Background: an optimization exercise with open tools, aiming at small area, a short achievable clock period and few clock cycles per item. Do not read the settings as production practice. Function was checked by simulation only, so behaviour that the tests miss may differ from the original.

==> design.v <==
module tpaq_hasher (
    input  wire         clk,
    input  wire         rst,
    input  wire         in_valid,
    output wire         in_ready,
    input  wire         in_op,
    input  wire [149:0] in_data,
    output reg          out_valid,
    output reg          out_err,
    output reg  [223:0] out_ctx,
    output reg  [31:0]  out_c4,
    output reg  [23:0]  out_h
);
    localparam [31:0] C          = 32'd200002979;
    localparam [31:0] HASH_CONST = 32'd200002979;
    localparam [31:0] K1         = 32'd987654323;
    localparam [31:0] K2         = 32'd123456791;
    localparam [30:0] POS_MAX    = 31'h7FFFFFFF;
    function [31:0] hash_tpaq;
        input [31:0] x;
        input [31:0] y;
        reg   [31:0] g, g1, g9, x2, y3;
        begin
            g  = (x * C) ^ (y * C);
            g1 = $signed(g) >>> 1;
            g9 = $signed(g) >>> 9;
            x2 = $signed(x) >>> 2;
            y3 = $signed(y) >>> 3;
            hash_tpaq = g1 ^ g9 ^ x2 ^ y3 ^ C;
        end
    endfunction
    function [31:0] add_context;
        input [2:0]  id;
        input [31:0] v;
        reg   [31:0] t;
        begin
            t = v * K1 + {29'd0, id};
            t = {t[15:0], t[31:16]};
            add_context = t * K2 + {29'd0, id};
        end
    endfunction
    reg [31:0] c4, c8;
    reg [23:0] h;
    reg [30:0] pos, bin_count;
    assign in_ready = 1'b1;
    wire       accept  = in_valid && in_ready;
    wire       is_byte = (in_op == 1'b0);
    wire [7:0] b       = in_data[7:0];
    wire       refuse  = (pos == POS_MAX);
    wire [31:0] c4_n  = {c4[23:0], b};
    wire [31:0] c8_n  = {c8[23:0], c4[31:24]};
    wire [30:0] pos_n = pos + 31'd1;
    wire [30:0] bc_n  = bin_count + {30'd0, b[7]};
    wire [31:0] hm    = {8'd0, h} * 32'd43707;
    wire [31:0] hs    = (hm << 4) + c4_n;
    wire [23:0] h_n   = hs[23:0];
    wire        text = (bc_n < (pos_n >> 2));
    wire [31:0] c4_sr = {{16{c4_n[31]}}, c4_n[31:16]};      
    wire [31:0] c8_sr = {{16{c8_n[31]}}, c8_n[31:16]};      
    wire [31:0] h1 = (text && (c4_n & 32'h80808080) == 32'd0) ? c4_n : c4_sr;
    wire [31:0] h2 = (text && (c8_n & 32'h80808080) == 32'd0) ? c8_n : c8_sr;
    wire [31:0] h3 = text ? (c4_n ^ (c8_n & 32'h0000FFFF)) : (c4_n ^ (c4_n & 32'h0000FFFF));
    wire [223:0] ctx_n;
    assign ctx_n[ 31:  0] = add_context(3'd0, h3);
    assign ctx_n[ 63: 32] = add_context(3'd1, hash_tpaq(HASH_CONST, c4_n << 24));
    assign ctx_n[ 95: 64] = add_context(3'd2, hash_tpaq(HASH_CONST, c4_n << 16));
    assign ctx_n[127: 96] = add_context(3'd3, hash_tpaq(HASH_CONST, c4_n << 8));
    assign ctx_n[159:128] = add_context(3'd4, hash_tpaq(HASH_CONST, c4_n & 32'hF0F0F0F0));
    assign ctx_n[191:160] = add_context(3'd5, hash_tpaq(HASH_CONST, c4_n));
    assign ctx_n[223:192] = add_context(3'd6, hash_tpaq(h1, h2));
    always @(posedge clk) begin
        if (rst) begin
            c4        <= 32'd0;
            c8        <= 32'd0;
            h         <= 24'd0;
            pos       <= 31'd0;
            bin_count <= 31'd0;
            out_valid <= 1'b0;
            out_err   <= 1'b0;
            out_ctx   <= 224'd0;
            out_c4    <= 32'd0;
            out_h     <= 24'd0;
        end else begin
            out_valid <= accept;
            if (accept) begin
                out_err <= 1'b0;
                if (!is_byte) begin
                    c4        <= in_data[31:0];
                    c8        <= in_data[63:32];
                    h         <= in_data[87:64];
                    pos       <= in_data[118:88];
                    bin_count <= in_data[149:119];
                end else if (refuse) begin
                    out_err <= 1'b1;
                end else begin
                    c4        <= c4_n;
                    c8        <= c8_n;
                    h         <= h_n;
                    pos       <= pos_n;
                    bin_count <= bc_n;
                    out_ctx   <= ctx_n;
                    out_c4    <= c4_n;
                    out_h     <= h_n;
                end
            end
        end
    end
endmodule
==> run.sh <==
#!/bin/bash
# synth_recipe.tcl (not shown) runs the flow's synth.tcl, then flattens the netlist and writes it again
# the make line also repeats each setting of config.mk as NAME=value (left out here)
make -C /OpenROAD-flow-scripts/flow DESIGN_CONFIG=/design/flow/config.mk WORK_HOME=/design/flow/orfs CLKGATE_MAP_FILE= SYNTH_SCRIPT=/design/flow/synth_recipe.tcl finish
==> config.mk <==
export PLATFORM = sky130hd
export DESIGN_NAME = tpaq_hasher
export DESIGN_NICKNAME = tpaq_hasher
export VERILOG_FILES = /design/flow/design.v
export SDC_FILE = /design/flow/constraint.sdc
export NUM_CORES = 4
export LEC_CHECK = 0
export CAP_MARGIN = 20
export CORE_MARGIN = 2
export CORE_UTILIZATION = 40
export SLEW_MARGIN = 20
==> constraint.sdc <==
create_clock -name core_clock -period 28.0 [get_ports {clk}]
set_input_delay 5.6000 -clock core_clock [delete_from_list [all_inputs] [get_ports {clk}]]
set_output_delay 5.6000 -clock core_clock [all_outputs]
set_load 0.01 [all_outputs]
==> impl_metrics.tcl <==
set metrics [dict create \
    synth-edff-count 0 \
    grt_pass1_vias 123286 \
    cts_root_buf "clkbuf_16" \
    min_from "out_ctx[151]" \
    place_area_um2 180000 \
    cp_max_fo 7 \
    holdBufCountCts 0 \
    nets 24747 \
    ys.flop_type "dfxtp_1" \
    pin_count 437 \
    crit_path_top_delay_cell "fa_1" \
    r2r_slack_ns 4.65 \
    rows 235 \
    critPathKind "primary input to flop" \
    worstPathArrival_ns 27.60 \
    yosys.area.top_type "fa_1" \
    hold_viol 0 \
    min_path_cells 2 \
    wl_per_cell_um 20.6 \
    rsz0062_at_grt "false" \
    hold_slack_ns 0.449 \
    dp_hpwl_mm 432 \
    max_stage_delay_ns 0.57 \
    crit_required_ns 28.70 \
    setup_violations 0 \
    ctsHtreeMaxLevel 2 \
    wirelength_mm 489 \
    coreArea_um2 410000 \
    drive_gt1_frac 0.0480 \
    start_kind "primary input" \
    ys_top_cells_by_area "fa_1, ha_1, inv_1" \
    die-area_um2 418000 \
    routabilityCongestion 0.981 \
    via_per_inst 4.84 \
    netlist.area_leader.share 0.398 \
    area_growth_pct 10.6 \
    grt_usage 0.239 \
    start_util 0.402 \
    drtIter0Drc 6524 \
    numPortBuffers 423 \
    r2r-end "out_ctx[220]" \
    cts_buffer_depth 3 \
    tightest_slew_ns 1.11 \
    reg2reg_from "pos[2]" \
    critPathMostFrequentCell "fa_1" \
    numClockSinks 416 \
    ys_warn_count 1 \
    grt_pass1_wl_mm 750 \
    synth_seq_cells 416 \
    slew_headroom 0.254 \
    synthesis.instances 17343 \
    rr_worst_depth 97 \
    drcViolationCount 0 \
    die_x_um 646 \
    critPathCaptureType "flop" \
    clk_pin_slew_ns 0.06 \
    async_flop_share 0 \
    ant_nets 0 \
    grt_antenna_before_repair 27 \
    cap_violations 0 \
    postSynthAreaPerCell_um2 9.51 \
    period_share 0.961 \
    synth.most_common_cell "inv_1" \
    critical_path.top_delay_family "adder cells" \
    stdcell_area_um2 182000 \
    vias 115066 \
    holdPathEnd "out_ctx[151]" \
    status "finished clean" \
    path_buf_inv 23 \
    slew_violations 0 \
    tns_ns 0 \
    skew_ns 0.122 \
    cts_buffers 59 \
    grt.overflow.total 0 \
    drt_first_pass_iters 6 \
    hold_path_class "flop to flop" \
    synth_fp_nets 23814 \
    period_minus_slack_ns 26.90 \
    synthTopCellsByCount "inv_1, fa_1, ha_1" \
    ys_types 79 \
    ys_seq_area_frac 0.0505 \
    synth_area_um2 165000 \
    max_freq_ghz 0.0372 \
    grt_max_degree 97 \
    die_h_um 646 \
    clk_latency_ns 0.84 \
    cts_tree "done" \
]
-- flip-flops by register name (all words and copies together), names as in the netlist --
name and count:
bin_count 31, pos 31, out_h 24, c8 24, out_valid 1, out_ctx 224
h 20, out_err 1, c4 32, out_c4 28
-- area by class of cell --
cell class	count	area [um2]
clock inverters	31	435
clock buffers	75	1630
inverters	5597	21000
multi-input cells	11105	135000
well taps	5451	6820
flip-flops and latches	416	8340
diodes	20	50.0
fillers	40084	228000
repair buffers	1097	9300
-- worst max-delay path by stage --
stage	start	endpoint	slack (ns)	depth (start not counted)
global route	in_data[7]	out_ctx[223]	0.04	96
CTS	in_data[7]	out_ctx[223]	0.99	95
floorplan	in_data[7]	out_ctx[223]	1.02	89
global placement	in_data[7]	out_ctx[223]	0.26	95
detailed placement	in_data[7]	out_ctx[223]	0.15	95
finish	in_data[7]	out_ctx[220]	1.10	96
-- timing repair --
action	CTS	global route
setup endpoints to repair	0	8
resized for setup	0	14
buffers inserted	0	2
endpoints found under the hold margin	0	0
-- through the flow --
step,instances,setup WS (ns),utilization
after CTS,23770,0.988,0.445
after global routing,23789,0.0394,0.445
final,23792,1.10,0.445
after detailed placement,23664,0.153,0.440
after floorplan,17343,1.02,-
after global placement,23662,0.265,0.439
-- cells in the final DEF (no fill, tap or decap), drive strengths merged, types with 63 or more instances in the layout --
cell type and n:
o21a 66, a21o 175, ha 3034, clkbuf 76
o21ai 250, nor2b 64, o21bai 99, nor3 63
buf 683, clkdlybuf4s50 413, nand3 102, nor2 407
xnor2 1158, a21oi 683, xor2 283, fa 3283
nand2b 78, a211oi 119, inv 5598, dfxtp 416
nand2 709, mux2i 108
-- per-layer routing --
layer  track usage  part of all wire  vias up
li1              -                 -    53909
met1         0.319              0.43    57867
met2         0.396              0.47     2683
met3        0.0356             0.058      587
met4        0.0798             0.041       20
met5             0           0.00026        -
-- worst min-delay path: stages, from the launching register on --
cell,delay (ns)
dfxtp_1,0.31
nand2_1,0.05
a21oi_1,0.05
-- kinds of logic after synthesis --
| logic type | Yosys count | share of synthesized area |
|---|---|---|
| other | 1 | 0.0000227 |
| adders and majority gates | 6317 | 0.629 |
| AOI/OAI and AO/OA | 1598 | 0.0592 |
| buffers and inverters | 5822 | 0.133 |
| and+or+nand+nor | 1625 | 0.0443 |
| DFF | 416 | 0.0505 |
| muxes | 118 | 0.00728 |
| xor gates and xnor gates | 1446 | 0.0775 |
Testbench counts, summed over its fixed seeds: cycles 32,000, items 32,000.

-- static timing again, ports no longer ideal --
Ports are ideal in the flow. The routed layout listed here was re-timed in OpenROAD.
Step 1 (the two cells are an assumption about what drives the block):
set clk [get_ports {clk}]
set_driving_cell -lib_cell sky130_fd_sc_hd__clkbuf_16 $clk
set_driving_cell -lib_cell sky130_fd_sc_hd__buf_2 [delete_from_list [all_inputs] $clk]
Step 2 also shifts input and output timing later by t, the mid clock arrival at the registers, as if the neighbouring blocks saw the same clock.
Slacks: no drivers / after step 1 / after step 2; pairs: no drivers / after step 1.
shift t [ns]: 0.892
setup slack, ns: 1.102 / 0.927 / 0.035
worst slew at a driven data input, ns: 0.29
After both steps setup and hold are still met in this run. For this run, drivers alone change the setup slack by -0.175 ns; drivers and shift together by -1.067 ns.
